This is an optimization exercise on Yosys and OpenROAD, whose aim is a short achievable clock period, few clock cycles and low power, not a production implementation.
In this exercise RTL edits were held to simulation tests only and were not proved equivalent to the original.
Power figures rest on the tool's default switching activity, not on a simulated workload.

==> flow/design.v (excerpt) <==
module procsi_core (
    input  wire        clk,
    input  wire        rst,         
    output reg         mem_req,
    output reg         mem_we,
    output reg  [7:0]  mem_addr,
    output reg  [15:0] mem_wdata,
    input  wire [15:0] mem_rdata,
    output wire        halted,
    output wire        faulted,
    input  wire [3:0]  dbg_sel,
    output reg  [15:0] dbg_data
);
    localparam [1:0] RUN_READY   = 2'd0;
    localparam [1:0] RUN_HALTED  = 2'd1;
    localparam [1:0] RUN_FAULTED = 2'd2;
    localparam [2:0] F_INVALID_OPCODE = 3'd1;
    localparam [2:0] F_INVALID_MODE   = 3'd2;
    localparam [2:0] F_ILLEGAL_MODE   = 3'd3;
    localparam [2:0] F_MEM_RANGE      = 3'd4;
    localparam [2:0] F_STACK_OVER     = 3'd6;
    localparam [2:0] F_STACK_UNDER    = 3'd7;
    localparam [5:0] OP_LOAD  = 6'd0,  OP_STORE = 6'd1,  OP_ADD  = 6'd2,
                     OP_SUB   = 6'd3,  OP_AND   = 6'd4,  OP_OR   = 6'd5,
                     OP_SHL   = 6'd6,  OP_SHR   = 6'd7,  OP_JMP  = 6'd8,
                     OP_JEQ   = 6'd9,  OP_CALL  = 6'd10, OP_RET  = 6'd11,
                     OP_PUSH  = 6'd12, OP_POP   = 6'd13, OP_MOV  = 6'd14,
                     OP_HALT  = 6'd15;
    localparam [3:0] S_FETCH = 4'd0,    
                     S_LOAD  = 4'd1,    
                     S_E     = 4'd2,    
                     S_W2    = 4'd3,    
                     S_RWV   = 4'd4,    
                     S_RWD   = 4'd5,    
                     S_RWP   = 4'd6,    
                     S_VAL   = 4'd7,    
                     S_DVAL  = 4'd8,    
                     S_POPV  = 4'd9,    
                     S_MX    = 4'd10,   
                     S_WR    = 4'd11,   
                     S_CALL  = 4'd12,   
                     S_RET   = 4'd13,   
                     S_STOP  = 4'd14;
    reg [15:0] x [0:7];
    reg [15:0] pc, sr;
    reg [7:0]  sp;
    reg [1:0]  run;
    reg        halt_reason;
    reg [2:0]  fault_code;
    reg [14:0] so;            
    integer    si;
    reg [15:0] ir;
    reg [15:0] sv;
    reg [7:0]  da;
    reg [2:0]  cnt;
    reg        xp;            
    assign halted  = (run == RUN_HALTED);
    assign faulted = (run == RUN_FAULTED);
    function legal(input [5:0] op, input [2:0] m);
        reg [7:0] lm;
        begin
            case (op)
                OP_LOAD:  lm = 8'h0E;
                OP_STORE: lm = 8'hF0;
  ...
clock: 10.0 ns
lec_check: 0
cap_margin: 25
core_margin: 2
core_utilization: 50
cts_buf_list: sky130_fd_sc_hd__clkbuf_16
cts_cluster_diameter: 90
cts_cluster_size: 24
place_density: 0.7
setup_slack_margin: 4.5
slew_margin: 25
run.sh (not shown) runs the stock make flow with config.mk's settings and CLKGATE_MAP_FILE= SYNTH_SCRIPT=/design/flow/synth_recipe.tcl, a recipe that flattens the netlist after the stock synthesis.
The baseline ran to the end with no violations.
Testbench counts at the start, summed over its fixed seeds: cycles 162,220.
Edit:
CTS_CLUSTER_DIAMETER = 80   (was 90)
CTS_CLUSTER_SIZE = 20   (was 24)
SETUP_SLACK_MARGIN = 5   (was 4.5)
After rerunning:
- core utilization increases by 3.4 points
- global-route usage increases by 0.52 points
- final cell count increases by a few percent
- critical path depth decreases by 1
- worst setup slack improved by 78 ps
- area after synthesis is unchanged
- power increases slightly
- routed wire length increases slightly


Starting RTL as in the previous note.
==> flow/config.mk <==
export PLATFORM = sky130hd
export DESIGN_NAME = procsi_core
export DESIGN_NICKNAME = procsi_core
export VERILOG_FILES = /design/flow/design.v
export SDC_FILE = /design/flow/constraint.sdc
export NUM_CORES = 4
export LEC_CHECK = 0
export CAP_MARGIN = 20
export CORE_MARGIN = 2
export CORE_UTILIZATION = 55
export CTS_BUF_LIST = sky130_fd_sc_hd__clkbuf_8
export PLACE_DENSITY = 0.72
export SETUP_SLACK_MARGIN = 4.6
export SLEW_MARGIN = 20
==> flow/constraint.sdc <==
create_clock -name core_clock -period 10.0 [get_ports {clk}]
set_input_delay 2.0000 -clock core_clock [delete_from_list [all_inputs] [get_ports {clk}]]
set_output_delay 2.0000 -clock core_clock [all_outputs]
set_load 0.01 [all_outputs]
The starting point ended with an error in global routing with GRT-0116.
Testbench counts at the start, summed over its fixed seeds: cycles 162,220.
Next try:
Settings changed: CAP_MARGIN 20 to 25, CORE_UTILIZATION 55 to 50, CTS_BUF_LIST sky130_fd_sc_hd__clkbuf_8 to default, PLACE_DENSITY 0.72 to 0.7, SETUP_SLACK_MARGIN 4.6 to 5, SLEW_MARGIN 20 to 25.
Effect:
- The changed run ran to the end with no violations
- area after synthesis stays the same
- synthesized cell count stays the same

what the ideal ports hide:
How much do the figures lean on ideal ports? The routed layouts below were timed once more, with nothing changed but the port constraints.
Step 1 assumes that a clkbuf_16 drives the clock port and a buf_2 every other input.
Step 2 adds t to the input delays and takes it off the output delays; t is the mean of the earliest and latest rising clock arrival at the registers after step 1. Input paths then give back, and output paths get back, about the clock's delay inside the block.
Three values: no drivers, after step 1, after step 2; two values: the first two.
| run | shift t [ns] | setup slack, ns | clock arrival spread, ns |
|---|---|---|---|
| the first run of note 1 | 0.678 | 4.400 / 4.235 / 3.812 | 0.055 / 0.054 |
| the second run of note 1 | 0.688 | 4.478 / 4.221 / 4.221 | 0.041 / 0.040 |
| the second run of note 2 | 0.676 | 4.429 / 4.127 / 4.127 | 0.054 / 0.053 |
After both steps every run listed still meets setup and hold. For the first run of note 1, which loses most, drivers alone change the setup slack by -0.165 ns; drivers and shift together by -0.588 ns.
